What follows belongs to an exercise in optimizing a design on an open flow for small area, a short achievable clock period and few clock cycles per item; a production flow would make more cautious choices.
At most, simulation tests tie the RTL to the original design; equivalence was not proved.
Power and IR drop assume default switching activity.

Design cptv_encoder, start of the top module:
module cptv_encoder (
    input  wire        clk,
    input  wire        rst,           
    input  wire        cmd_valid,
    output wire        cmd_ready,
    input  wire [4:0]  cmd_width,     
    input  wire [15:0] cmd_count,     
    input  wire        cmd_hist,      
    output reg         cmd_err,       
    input  wire        s_valid,
    output reg         s_ready,
    input  wire [15:0] s_data,
    input  wire        h_valid,
    output reg         h_ready,
    input  wire [15:0] h_data,
    output reg         out_valid,
    input  wire        out_ready,
    output wire [31:0] out_data,
    output reg         out_last,
    output reg         res_valid,
    output reg  [4:0]  res_width
);
    reg        idle;          
    reg        busy;          
    reg        fin;           
    reg [4:0]  width;         
    reg        hist;
    reg [15:0] cnt;           
    reg        ge2;           
    reg        rp;            
    reg        s_full, h_full;
    reg [15:0] s_reg, h_reg;
    reg        t_full;
    reg [16:0] t_q;
    reg [16:0] tprev;         
    reg [15:0] mor;           
    reg        c_full;
    reg [15:0] c_q;           
    reg [62:0] buf_q;
    reg [5:0]  fill;          
    reg [5:0]  sh;            
    assign cmd_ready = idle;
    assign out_data  = buf_q[62:31];
    wire accept = cmd_valid && idle;
    wire cmd_ok = (cmd_width <= 5'd16) && (cmd_count != 16'd0);
    wire start  = accept && cmd_ok;
    wire pack   = (width != 5'd0);
    wire xfer   = out_valid && out_ready;
    reg  go;
    wire h_ok   = h_full || !hist;
    wire pk     = c_full && go;
    wire mv2    = t_full && go;
    wire mv1    = s_full && h_ok && go;
    wire last   = !ge2;
    wire t_last = !busy;
    wire c_last = !busy && !t_full;
    wire s_take = s_valid && s_ready;
    wire h_take = h_valid && h_ready;
  ...
Settings: LEC_CHECK=0, CAP_MARGIN=0, CORE_MARGIN=2, CORE_UTILIZATION=47, CTS_BUF_LIST=sky130_fd_sc_hd__clkbuf_4 sky130_fd_sc_hd__clkbuf_8, CTS_CLUSTER_DIAMETER=70, CTS_CLUSTER_SIZE=14, SETUP_SLACK_MARGIN=4.97, SLEW_MARGIN=0; clock period 7.5 ns.
standard.sh (not shown) runs the stock make flow with config.mk's settings and CLKGATE_MAP_FILE= SYNTH_SCRIPT=/design/flow/synth_recipe.tcl, a recipe that flattens the netlist after the stock synthesis.
==> flow/flow/run.sh <==
#!/bin/bash
# The standard layout (standard.sh, unchanged synthesis and steps), with the
# port buffers that ORFS inserts made plain buffers instead of delay cells.
set -euo pipefail
export BUFFER_PORTS_ARGS="-buffer_cell sky130_fd_sc_hd__buf_1"
bash standard.sh > standard.log 2>&1
Testbench counts at the start, summed over its fixed seeds: cycles 463,669, samples 462,776.
Rerun with:
--- a/flow/flow/run.sh
+++ b/flow/flow/run.sh
@@ -4,3 +4,3 @@
 set -euo pipefail
-export BUFFER_PORTS_ARGS="-buffer_cell sky130_fd_sc_hd__buf_1"
+export BUFFER_PORTS_ARGS="-buffer_cell sky130_fd_sc_hd__buf_2"
 bash standard.sh > standard.log 2>&1
Settings changed: CAP_MARGIN 0 to 20, CORE_UTILIZATION 47 to 40, CTS_CLUSTER_DIAMETER 70 to default, CTS_CLUSTER_SIZE 14 to default, SETUP_SLACK_MARGIN 4.97 to 4.9, SLEW_MARGIN 0 to 20.
Die area grows by 17%.
Setup slack is better by 0.0047 ns.
Via count climbs by 0.41%.
Power goes up by 12%.
Wire length went down by 0.69%.
Critical path depth went down by 11.
Clock skew drops by 0.012 ns.
Hold slack gets better by 0.0056 ns.
Rerun with:
==> flow/flow/run.sh (replaced) <==
#!/bin/bash
set -euo pipefail
export BUFFER_PORTS_ARGS="-buffer_cell sky130_fd_sc_hd__buf_1"
export RECOVER_POWER=50
bash standard.sh > standard.log 2>&1
Settings changed: CAP_MARGIN 20 to 0, CORE_UTILIZATION 40 to 47, CTS_CLUSTER_DIAMETER from default to 70, CTS_CLUSTER_SIZE from default to 14, SLEW_MARGIN 20 to 0.
Result: With this change the flow completed, yet does not pass: max-capacitance violations, max-slew violations. Sequential share of layout area goes up by 2.2 points. Routed wire length goes down by 2.6%. Count of clock-buffer cells in the layout goes down by 27. Final area goes down by 5.1%. Total power goes down by 11%.

* * *

Starting RTL as in the previous note.
export LEC_CHECK = 0
export CAP_MARGIN = 0
export CORE_MARGIN = 2
export CORE_UTILIZATION = 47
export CTS_BUF_LIST = sky130_fd_sc_hd__clkbuf_4 sky130_fd_sc_hd__clkbuf_8
export CTS_CLUSTER_DIAMETER = 70
export CTS_CLUSTER_SIZE = 14
export PLACE_DENSITY = 0.75
export SETUP_SLACK_MARGIN = 4.9
export SLEW_MARGIN = 0
create_clock -name core_clock -period 7.5 [get_ports {clk}]
==> flow/flow/run.sh <==
#!/bin/bash
# The standard layout (standard.sh, unchanged synthesis and steps), with the
# port buffers that ORFS inserts made plain buffers instead of delay cells.
set -euo pipefail
export BUFFER_PORTS_ARGS="-buffer_cell sky130_fd_sc_hd__buf_1"
bash standard.sh > standard.log 2>&1
Testbench counts at the start, summed over its fixed seeds: cycles 463,669, samples 462,776.
Next try:
--- a/flow/config.mk
+++ b/flow/config.mk
@@ -11,5 +11,4 @@
 export CTS_BUF_LIST = sky130_fd_sc_hd__clkbuf_4 sky130_fd_sc_hd__clkbuf_8
-export CTS_CLUSTER_DIAMETER = 70
-export CTS_CLUSTER_SIZE = 14
-export PLACE_DENSITY = 0.75
+export CTS_CLUSTER_DIAMETER = 60
+export CTS_CLUSTER_SIZE = 12
 export SETUP_SLACK_MARGIN = 4.9
Effect: Fmax rose by 0.50%. Combinational power goes up by about 8%. Utilization went up by 1.7 points. Via count went up by 1.1%. Design area came out higher by 3.3%. Worst setup slack gets better by 0.013 ns. Power came out higher by 6.4%. Global-route usage is higher by 1.2 points. Synthesized area does not change. Die area stays the same. Flip-flop and latch count is unchanged.

* * *

Setup of wip/lagoon:
cptv_encoder again, from the RTL that the note above started with.
Design cptv_encoder, start of the top module:
module cptv_encoder (
    input  wire        clk,
    input  wire        rst,           
    input  wire        cmd_valid,
    output wire        cmd_ready,
    input  wire [4:0]  cmd_width,     
    input  wire [15:0] cmd_count,     
    input  wire        cmd_hist,      
    output reg         cmd_err,       
    input  wire        s_valid,
    output reg         s_ready,
    input  wire [15:0] s_data,
    input  wire        h_valid,
    output reg         h_ready,
    input  wire [15:0] h_data,
    output reg         out_valid,
    input  wire        out_ready,
    output wire [31:0] out_data,
    output reg         out_last,
    output reg         res_valid,
    output reg  [4:0]  res_width
);
clock: 7.5 ns
lec_check: 0
cap_margin: 20
core_margin: 2
core_utilization: 40
cts_buf_list: sky130_fd_sc_hd__clkbuf_4 sky130_fd_sc_hd__clkbuf_8
cts_cluster_diameter: 70
cts_cluster_size: 14
setup_slack_margin: 5.0
slew_margin: 20
==> flow/flow/run.sh <==
#!/bin/bash
# The standard layout (standard.sh, unchanged synthesis and steps), with the
# port buffers that ORFS inserts made plain buffers instead of delay cells.
set -euo pipefail
export BUFFER_PORTS_ARGS="-buffer_cell sky130_fd_sc_hd__buf_2"
bash standard.sh > standard.log 2>&1
Testbench counts of wip/lagoon, summed over its fixed seeds: cycles 463,669, samples 462,776.
For wip/cedar, these inputs were changed with respect to wip/lagoon:
- swapping 40 for 60 in CORE_UTILIZATION
- swapping 5.0 for 4.9 in SETUP_SLACK_MARGIN
- clearing CTS_CLUSTER_SIZE, which used to be 14
- clearing CTS_CLUSTER_DIAMETER, which used to be 70
==> run summary <==
wip/lagoon: PASS, flow complete, no timing, DRC or antenna violations. wip/cedar did not stop at any stage, and its layout met the timing, design-rule and antenna checks. wip/cedar has less setup slack than wip/lagoon. Going from wip/lagoon to wip/cedar, the die area was shrunk. wip/cedar ends up with higher routability congestion estimate from global placement than wip/lagoon does. For the power density over cell area, wip/cedar came in 35 nW/um^2 higher than wip/lagoon did.
Setup changes, wip/cedar to wip/tundra
- setting CTS_CLUSTER_SIZE to 14 for the first time
- setting CTS_CLUSTER_DIAMETER to 70 for the first time
- changing CORE_UTILIZATION from 60 to 40
==> flow/flow/run.sh <==
#!/bin/bash
# The standard layout (standard.sh, unchanged synthesis and steps), with the
# port buffers that ORFS inserts made plain buffers instead of delay cells.
set -euo pipefail
export BUFFER_PORTS_ARGS="-buffer_cell sky130_fd_sc_hd__buf_1"
bash standard.sh > standard.log 2>&1
Notes after the runs:
Summary of wip/tundra over wip/cedar: met2 layer usage reported by global route has decreased, width of the chip has increased, net switching power figure has decreased.
Comparing wip/cedar and wip/tundra, the lower post-layout instance area is on wip/tundra.
NOTE: transition time of the tightest slew-check pin in wip/tundra falls short of that of wip/cedar
Going from wip/cedar to wip/tundra, non-clock buffer area fraction after layout shrinks by 0.22 points.
Diff wip/cedar -> wip/tundra: power per cell area dropped about 8%; count of clock-buffer cells in the layout dropped 31; biggest fanout along the worst timing path climbed 1.
Modified inputs, wip/ember compared to wip/tundra
- CTS_BUF_LIST no longer set, was sky130_fd_sc_hd__clkbuf_4 sky130_fd_sc_hd__clkbuf_8
- CTS_CLUSTER_DIAMETER no longer set, was 70
- SETUP_SLACK_MARGIN now 4.3, was 4.9
- CTS_CLUSTER_SIZE no longer set, was 14
==> flow/run.sh (new file) <==
#!/bin/bash
# synth_recipe.tcl (not shown) runs the flow's synth.tcl, then flattens the netlist and writes it again
# the make line also repeats each setting of config.mk as NAME=value (left out here)
make -C /OpenROAD-flow-scripts/flow DESIGN_CONFIG=/design/flow/config.mk WORK_HOME=/design/flow/orfs CLKGATE_MAP_FILE= SYNTH_SCRIPT=/design/flow/synth_recipe.tcl finish
removed: flow/flow/run.sh
removed: flow/standard.sh
Findings:
wip/ember has less setup slack than wip/tundra. Re achievable clock frequency: wip/ember is 0.063 GHz down on wip/tundra. Going from wip/tundra to wip/ember, first-pass GRT wire length shrinks by 2100 um. Going from wip/tundra to wip/ember, count of vias placed by the detailed router now smaller; proportion of cell area occupied by registers now smaller. wip/ember vs. wip/tundra: final clock period utilization by the worst path went up by 6.6 points. Taking wip/tundra as the reference, in wip/ember cell area reported after detailed placement now larger, areal power density over the cells now larger. The type of the worst setup path comes out in -> reg in one run and reg -> reg in the other, namely in wip/ember and wip/tundra respectively.
#### Input delta (wip/xenon over wip/ember)
- SLEW_MARGIN: 20 -> 0
- CAP_MARGIN: 20 -> 0
- SETUP_SLACK_MARGIN: 4.3 -> 4.9
- CTS_BUF_LIST: unset -> sky130_fd_sc_hd__clkbuf_8
- CTS_CLUSTER_SIZE: unset -> 18
- CTS_CLUSTER_DIAMETER: unset -> 70
- CORE_UTILIZATION: 40 -> 47
==> flow/flow/run.sh (new file) <==
#!/bin/bash
# The standard layout (standard.sh, unchanged synthesis and steps), with the
# port buffers that ORFS inserts made plain buffers instead of delay cells.
set -euo pipefail
export BUFFER_PORTS_ARGS="-buffer_cell sky130_fd_sc_hd__buf_1"
bash standard.sh > standard.log 2>&1
==> flow/standard.sh (new file) <==
#!/bin/bash
# synth_recipe.tcl (not shown) runs the flow's synth.tcl, then flattens the netlist and writes it again
# the make line also repeats each setting of config.mk as NAME=value (left out here)
make -C /OpenROAD-flow-scripts/flow DESIGN_CONFIG=/design/flow/config.mk WORK_HOME=/design/flow/orfs CLKGATE_MAP_FILE= SYNTH_SCRIPT=/design/flow/synth_recipe.tcl "${@:-finish}"
removed: flow/run.sh
==> run summary <==
wip/xenon: flow completed, timing, DRC and antenna clean
NOTE post-route cell area wip/ember->wip/xenon decreased by a few percent
Wire length in wip/xenon is 800 um above wip/ember.
NOTE internal power summed over all cells wip/ember->wip/xenon decreased by more than 10%
wip/xenon has fmax above what wip/ember had.
Taking wip/ember as the reference point, the area growth from synthesis to final layout of wip/xenon falls by 6.6 points.
Delta (wip/xenon minus wip/ember): total power after layout has decreased; number of buffers other than clock buffers in the final layout +16; delay of the slowest cell on the worst path lower; global-route usage went up 3.4 points.
Higher number of instances in the placed design among wip/ember and wip/xenon: wip/ember
Comparing logic gate share of total power for wip/ember and wip/xenon, the bigger number came from wip/xenon.
For wip/onyx, these inputs were changed with respect to wip/xenon:
- a deleted CTS_BUF_LIST that had been sky130_fd_sc_hd__clkbuf_8
- a change of SLEW_MARGIN from 0 to 20
- a deleted CTS_CLUSTER_SIZE that had been 18
- a change of SETUP_SLACK_MARGIN from 4.9 to 4.7
- a change of CORE_UTILIZATION from 47 to 40
- a deleted CTS_CLUSTER_DIAMETER that had been 70
- a change of CAP_MARGIN from 0 to 20
==> flow/run.sh (new file) <==
#!/bin/bash
# synth_recipe.tcl (not shown) runs the flow's synth.tcl, then flattens the netlist and writes it again
# the make line also repeats each setting of config.mk as NAME=value (left out here)
make -C /OpenROAD-flow-scripts/flow DESIGN_CONFIG=/design/flow/config.mk WORK_HOME=/design/flow/orfs CLKGATE_MAP_FILE= SYNTH_SCRIPT=/design/flow/synth_recipe.tcl finish
removed: flow/flow/run.sh
removed: flow/standard.sh
[summary]
- wip/onyx completed end to end with timing, DRC and antenna clean.
- | global-route usage | wip/onyx vs wip/xenon | 3.4 points lower |
- Comparing wip/onyx and wip/xenon, global routing met2 resource utilization is lower on wip/onyx.
- Looking at minimum period implied by the final worst setup slack across both flows, wip/onyx is the weaker of the two, with wip/xenon ahead.
- As of wip/onyx, number of placed instances, taps included had risen by a few percent compared to wip/xenon.
- wip/onyx against wip/xenon: final non-filler cell total now sits higher, iteration count of the initial detailed-routing pass now sits higher, sequential share of layout area now sits lower, detailed-route via count now sits lower.

* * *

Another version of the RTL of cptv_encoder (not shown whole).
Size in the first run: ~1200 cells after synthesis, ~210 flip-flops, roughly 11000 um^2 of cells after synthesis.
make LEC_CHECK=0 CAP_MARGIN=20 CORE_MARGIN=2 CORE_UTILIZATION=40 SETUP_SLACK_MARGIN=4.8 SLEW_MARGIN=20 finish   # period 7.5 ns
run.sh (not shown) runs the stock make flow with config.mk's settings and CLKGATE_MAP_FILE= SYNTH_SCRIPT=/design/flow/synth_recipe.tcl, a recipe that flattens the netlist after the stock synthesis.
Stock flow here: none of the scripts above is used.
Then changed:
- ABC_AREA: not set -> 1
- SETUP_SLACK_MARGIN: 4.8 -> not set
After rerunning: The new run ran to the end with no violations; global-route usage drops by 1.5 points; synthesized area rose by 3.9%; final cell count climbs by 19%; non-clock buffer count drops by 62; flip-flop and latch count does not change.
Function was not checked in any run of this note: the RTL went through the layout flow alone.

* * *

zinc:
The RTL this note starts from:
==> flow/design.v <==
module cptv_encoder (
    input  wire        clk,
    input  wire        rst,           
    input  wire        cmd_valid,
    output wire        cmd_ready,
    input  wire [4:0]  cmd_width,     
    input  wire [15:0] cmd_count,     
    input  wire        cmd_hist,      
    output reg         cmd_err,       
    input  wire        s_valid,
    output reg         s_ready,
    input  wire [15:0] s_data,
    input  wire        h_valid,
    output reg         h_ready,
    input  wire [15:0] h_data,
    output reg         out_valid,
    input  wire        out_ready,
    output wire [31:0] out_data,
    output reg         out_last,
    output reg         res_valid,
    output reg  [4:0]  res_width
);
    reg        idle;          
    reg        busy;          
    reg        fin;           
    reg [4:0]  width;         
    reg        hist;
    reg [15:0] cnt;           
    reg        ge2;           
    reg        rp;            
    reg        s_full, h_full;
    reg [15:0] s_reg, h_reg;
    reg        t_full;
    reg [16:0] t_q;
    reg [16:0] tprev;         
    reg [15:0] mor;           
    reg        c_full;
    reg [15:0] c_q;           
    reg [62:0] buf_q;
    reg [5:0]  fill;          
    reg [5:0]  sh;            
    assign cmd_ready = idle;
    assign out_data  = buf_q[62:31];
    wire accept = cmd_valid && idle;
    wire cmd_ok = (cmd_width <= 5'd16) && (cmd_count != 16'd0);
    wire start  = accept && cmd_ok;
    wire pack   = (width != 5'd0);
    wire xfer   = out_valid && out_ready;
    reg  go;
    wire h_ok   = h_full || !hist;
    wire pk     = c_full && go;
    wire mv2    = t_full && go;
    wire mv1    = s_full && h_ok && go;
    wire last   = !ge2;
    wire t_last = !busy;
    wire c_last = !busy && !t_full;
    wire s_take = s_valid && s_ready;
    wire h_take = h_valid && h_ready;
    wire [16:0] t     = {1'b0, s_reg} - {1'b0, h_reg};
    wire [17:0] r     = {t_q[16], t_q} - {tprev[16], tprev};
    wire [17:0] mag   = r[17] ? ~r : r;
    wire [15:0] mfold = {mag[16] | mag[15], mag[14:0]};
    wire [15:0] mask  = ~(16'hFFFF << width);
    wire [5:0]  pw   = ~sh;                       
    wire [30:0] fine = {15'd0, c_q} << sh[3:0];
    wire [3:0]  lane = {4{pk}} & (4'b0001 << sh[5:4]);
    wire [62:0] placed;
    genvar j;
    generate
        for (j = 0; j < 63; j = j + 1) begin : g_place
            if (j < 16)
                assign placed[j] = lane[0] & fine[j];
            else if (j % 16 == 15)
                assign placed[j] = lane[j / 16] & fine[15];
            else
                assign placed[j] = (lane[j / 16] & fine[j % 16]) |
                                   (lane[j / 16 - 1] & fine[16 + j % 16]);
        end
    endgenerate
    wire [62:0] orv      = buf_q | placed;
    wire [5:0]  fill_add = pk ? pw : fill;
    wire [62:0] buf_next  = xfer ? {orv[30:0], 32'd0} : orv;
    wire [5:0]  fill_next = xfer ? fill_x : fill_add;
    wire        fin_next  = (pk && c_last && pack) || (fin && !(xfer && out_last));
    wire        busy_next = start || (busy && !(mv1 && last));
    wire        sf_next   = s_take || (s_full && !mv1);
    wire        hf_next   = h_take || (h_full && !mv1);
    wire        tf_next   = go ? (s_full && h_ok) : t_full;
    wire        cf_next   = go ? t_full : c_full;
    wire        hist_next = accept ? cmd_hist : hist;
    wire        ge2_next  = accept ? (cmd_count[15:1] != 15'd0) :
                            mv1 ? ((cnt[15:2] != 14'd0) || (cnt[1] && cnt[0])) : ge2;
    wire        go_next   = !(fill_next[5] && fill_next[4]);
    wire [5:0]  fill_x    = {1'b0, fill_add[4:0] & {5{fill_add[5]}}};
    wire        hok_next  = hf_next || !hist_next;
    wire [5:0]  sh_add    = pk ? sh - {1'b0, width} : sh;
    wire [5:0]  sh_next   = accept ? ~{1'b0, cmd_width} : {sh_add[5] ^ xfer, sh_add[4:0]};
    reg [4:0] sel;
    integer i;
    always @(*) begin
        sel = 5'd1;
        for (i = 0; i < 15; i = i + 1)
            if (mor[i]) sel = i[4:0] + 5'd2;
        if (mor[15]) sel = 5'd0;
    end
    always @(posedge clk) begin
        if (accept) begin
            width <= cmd_width;
            hist  <= cmd_hist;
            cnt   <= cmd_count;
            tprev <= 17'd0;
            mor   <= 16'd0;
        end else begin
            if (mv1) cnt <= cnt - 16'd1;
            if (mv2) begin
                tprev <= t_q;
                mor   <= mor | mfold;
            end
        end
        ge2 <= ge2_next;
        if (!s_full || mv1) s_reg <= s_data;
        if (accept) h_reg <= 16'd0;
        else if (hist && (!h_full || mv1)) h_reg <= h_data;
        sh <= sh_next;
        if (go) begin
            t_q    <= t;
            c_q    <= r[15:0] & mask;
        end
        res_width <= sel;
        if (rst) begin
            idle      <= 1'b1;
            go        <= 1'b1;
            busy      <= 1'b0;
            fin       <= 1'b0;
            rp        <= 1'b0;
            s_full    <= 1'b0;
            h_full    <= 1'b0;
            s_ready   <= 1'b0;
            h_ready   <= 1'b0;
            t_full    <= 1'b0;
            c_full    <= 1'b0;
            buf_q     <= 63'd0;
            fill      <= 6'd0;
            out_valid <= 1'b0;
            out_last  <= 1'b0;
            res_valid <= 1'b0;
            cmd_err   <= 1'b0;
        end else begin
            cmd_err   <= accept && !cmd_ok;
            rp        <= mv2 && t_last;
            res_valid <= rp;
            busy      <= busy_next;
            s_full    <= sf_next;
            h_full    <= hf_next;
            t_full    <= tf_next;
            c_full    <= cf_next;
            fin       <= fin_next;
            idle      <= !busy_next && !tf_next && !cf_next && !fin_next;
            s_ready   <= (busy_next && !sf_next) ||
                         (sf_next && hok_next && go_next && ge2_next);
            h_ready   <= hist_next && ((busy_next && !hf_next) ||
                         (hf_next && sf_next && go_next && ge2_next));
            buf_q     <= buf_next;
            fill      <= fill_next;
            go        <= go_next;
            out_valid <= fill_next[5] || (fin_next && (fill_next != 6'd0));
            out_last  <= fin_next && !(fill_next[5] && (fill_next[4:0] != 5'd0));
        end
    end
endmodule
clock: 7.5 ns
lec_check: 0
cap_margin: 20
core_margin: 2
core_utilization: 40
cts_buf_list: sky130_fd_sc_hd__clkbuf_16
cts_cluster_diameter: 80
cts_cluster_size: 20
setup_slack_margin: 4.9
slew_margin: 20
standard.sh (not shown) runs the stock make flow with config.mk's settings and CLKGATE_MAP_FILE= SYNTH_SCRIPT=/design/flow/synth_recipe.tcl, a recipe that flattens the netlist after the stock synthesis.
==> flow/flow/run.sh <==
#!/bin/bash
# The standard layout (standard.sh, unchanged synthesis and steps), with the
# port buffers that ORFS inserts made plain buffers instead of delay cells.
set -euo pipefail
export BUFFER_PORTS_ARGS="-buffer_cell sky130_fd_sc_hd__buf_2"
bash standard.sh > standard.log 2>&1
Testbench counts of zinc, summed over its fixed seeds: cycles 463,669, samples 462,776.
[inputs] nickel vs zinc
- CAP_MARGIN changed from 20 to 0
- SLEW_MARGIN changed from 20 to 0
- CTS_BUF_LIST changed from sky130_fd_sc_hd__clkbuf_16 to sky130_fd_sc_hd__clkbuf_4 sky130_fd_sc_hd__clkbuf_8
- CORE_UTILIZATION changed from 40 to 47
- CTS_CLUSTER_SIZE changed from 20 to 14
- CTS_CLUSTER_DIAMETER changed from 80 to 70
-- flow/flow/run.sh --
<<< zinc, line 5
export BUFFER_PORTS_ARGS="-buffer_cell sky130_fd_sc_hd__buf_2"
>>> nickel, line 5
export BUFFER_PORTS_ARGS="-buffer_cell sky130_fd_sc_hd__buf_1"
### Flow results
- Relative to zinc, the achievable frequency of nickel is lower by 1.1%.
- Comparing zinc and nickel, the lower switching portion of total power was measured on zinc.
- Against zinc, nickel reports a met1 demand-to-capacity share in global routing that is higher.
- zinc → nickel: clock network power share shrank by 4.3 points; minimum setup slack in the final design shrank by 0.028 ns; summed area of non-filler cells in the final layout shrank by 2.4%.
Input changes introduced in juniper (baseline for comparison: nickel):
- changing CORE_UTILIZATION from 47 to 40
- changing SLEW_MARGIN from 0 to 20
- changing CAP_MARGIN from 0 to 20
- changing SETUP_SLACK_MARGIN from 4.9 to 4.7
==> flow/run.sh (new file) <==
#!/bin/bash
# synth_recipe.tcl (not shown) runs the flow's synth.tcl, then flattens the netlist and writes it again
# the make line also repeats each setting of config.mk as NAME=value (left out here)
make -C /OpenROAD-flow-scripts/flow DESIGN_CONFIG=/design/flow/config.mk WORK_HOME=/design/flow/orfs CLKGATE_MAP_FILE= SYNTH_SCRIPT=/design/flow/synth_recipe.tcl finish
removed: flow/flow/run.sh
removed: flow/standard.sh
Notes after the runs:
nickel -> juniper: number of multi-input logic gates flat
Side by side, met2 wire length turned out higher in juniper than in nickel.
Going from nickel to juniper, cell area grows by 530 µm².
The lower TritonCTS buffer count came out of nickel.
Of juniper and nickel, nickel shows the higher global routing met3 resource utilization, with juniper below it.
Going from nickel to juniper, non-clock buffer count now smaller; first-pass GRT wire length shrank by about 2.5%; number of cells after detailed placement picked up an extra 62; worst slack after detailed placement saw a decrease.
For the number of post-CTS setup repair buffers, juniper came in 3 lower than nickel did.
Going from nickel to juniper, via count shrinks by 163.
Setup changes, juniper to pepper
- swapping 4.7 for 4.9 in SETUP_SLACK_MARGIN
- swapping 40 for 47 in CORE_UTILIZATION
==> flow/flow/run.sh (new file) <==
#!/bin/bash
# The standard layout (standard.sh, unchanged synthesis and steps), with the
# port buffers that ORFS inserts made plain buffers instead of delay cells.
set -euo pipefail
export BUFFER_PORTS_ARGS="-buffer_cell sky130_fd_sc_hd__buf_1"
bash standard.sh > standard.log 2>&1
==> flow/standard.sh (new file) <==
#!/bin/bash
# synth_recipe.tcl (not shown) runs the flow's synth.tcl, then flattens the netlist and writes it again
# the make line also repeats each setting of config.mk as NAME=value (left out here)
make -C /OpenROAD-flow-scripts/flow DESIGN_CONFIG=/design/flow/config.mk WORK_HOME=/design/flow/orfs CLKGATE_MAP_FILE= SYNTH_SCRIPT=/design/flow/synth_recipe.tcl "${@:-finish}"
removed: flow/run.sh
Findings:
- pepper went all the way through synthesis, placement and routing and the layout is clean on timing, DRC and antenna.
- Going from juniper to pepper, area of the die -15%, worst-case hold slack ~0 delta, clock-buffer cell count -1.
- The multi-input combinational cell count of pepper and that of juniper are within noise of each other.
- Wire: pepper routes more than juniper
- Delta (pepper minus juniper): final cell area excluding filler cells moved down; reported leakage power shows a reduction of 8.1%; sum of internal, switching and leakage power held steady; maximum clock path buffer count about even.
- [pepper] clock power fell about 12% relative to juniper
- The startpoint of the most critical setup path comes out idle$_SDFF_PP1_ in one run and cmd_valid in the other, namely in pepper and juniper respectively.
- As of pepper, non-clock buffer count had risen by a few percent compared to juniper.

static timing again, ports no longer ideal:
The flow's constraints put no driver on any port. The routed layouts listed below were extracted and timed again, unchanged, in two steps.
Step 1, drivers: a clkbuf_16 drives clk and a buf_2 each remaining input, both assumed.
Step 2 adds t to the input delays and takes it off the output delays; t is the mean of the earliest and latest rising clock arrival at the registers after step 1. Input paths then give back, and output paths get back, about the clock's delay inside the block.
Three values: no drivers, after step 1, after step 2; two values: the first two.
| run | t, ns | slack for setup (ns) | worst hold slack (ns) | worst register clock-pin slew, ns | worst slew at a driven data input, ns |
|---|---|---|---|---|---|
| the first run of note 1 | 0.571 | 4.931 / 4.931 / 4.463 | 0.441 / 0.441 / 0.441 | 0.10 / 0.10 | 0.04 |
| the second run of note 1 | 0.576 | 4.936 / 4.891 / 4.437 | 0.447 / 0.447 / 0.447 | 0.06 / 0.06 | 0.05 |
| the third run of note 1 | 0.571 | 3.803 / 3.803 / 3.415 | 0.455 / 0.455 / 0.455 | 0.10 / 0.10 | 0.03 |
| the first run of note 2 | 0.562 | 4.885 / 4.885 / 4.395 | 0.445 / 0.445 / 0.445 | 0.10 / 0.10 | 0.05 |
| the second run of note 2 | 0.570 | 4.898 / 4.892 / 4.420 | 0.450 / 0.450 / 0.450 | 0.09 / 0.09 | 0.03 |
| wip/lagoon | 0.577 | 4.932 / 4.930 / 4.417 | 0.447 / 0.447 / 0.447 | 0.10 / 0.10 | 0.05 |
| wip/cedar | 0.549 | 4.836 / 4.836 / 4.391 | 0.433 / 0.433 / 0.433 | 0.07 / 0.07 | 0.04 |
| wip/tundra | 0.591 | 4.935 / 4.893 / 4.453 | 0.451 / 0.451 / 0.451 | 0.10 / 0.10 | 0.04 |
| wip/ember | 0.575 | 4.439 / 4.466 / 3.891 | 0.444 / 0.444 / 0.444 | 0.06 / 0.06 | 0.04 |
| wip/xenon | 0.559 | 4.911 / 4.891 / 4.437 | 0.456 / 0.456 / 0.456 | 0.12 / 0.12 | 0.03 |
| wip/onyx | 0.566 | 4.724 / 4.710 / 4.186 | 0.436 / 0.436 / 0.436 | 0.06 / 0.06 | 0.04 |
| the first run of note 4 | 0.563 | 4.449 / 4.448 / 4.294 | 0.445 / 0.445 / 0.445 | 0.07 / 0.07 | 0.05 |
| the second run of note 4 | 0.577 | 3.616 / 3.627 / 3.050 | 0.412 / 0.412 / 0.412 | 0.06 / 0.06 | 0.04 |
| zinc | 0.532 | 4.957 / 4.911 / 4.472 | 0.449 / 0.449 / 0.449 | 0.09 / 0.09 | 0.05 |
| nickel | 0.569 | 4.929 / 4.884 / 4.457 | 0.453 / 0.453 / 0.453 | 0.10 / 0.10 | 0.03 |
| juniper | 0.569 | 4.686 / 4.709 / 4.141 | 0.443 / 0.443 / 0.443 | 0.10 / 0.10 | 0.04 |
| pepper | 0.568 | 4.893 / 4.849 / 4.461 | 0.446 / 0.446 / 0.446 | 0.10 / 0.10 | 0.03 |
For the second run of note 4, which loses most, drivers alone change the setup slack by +0.011 ns; drivers and shift together by -0.566 ns.
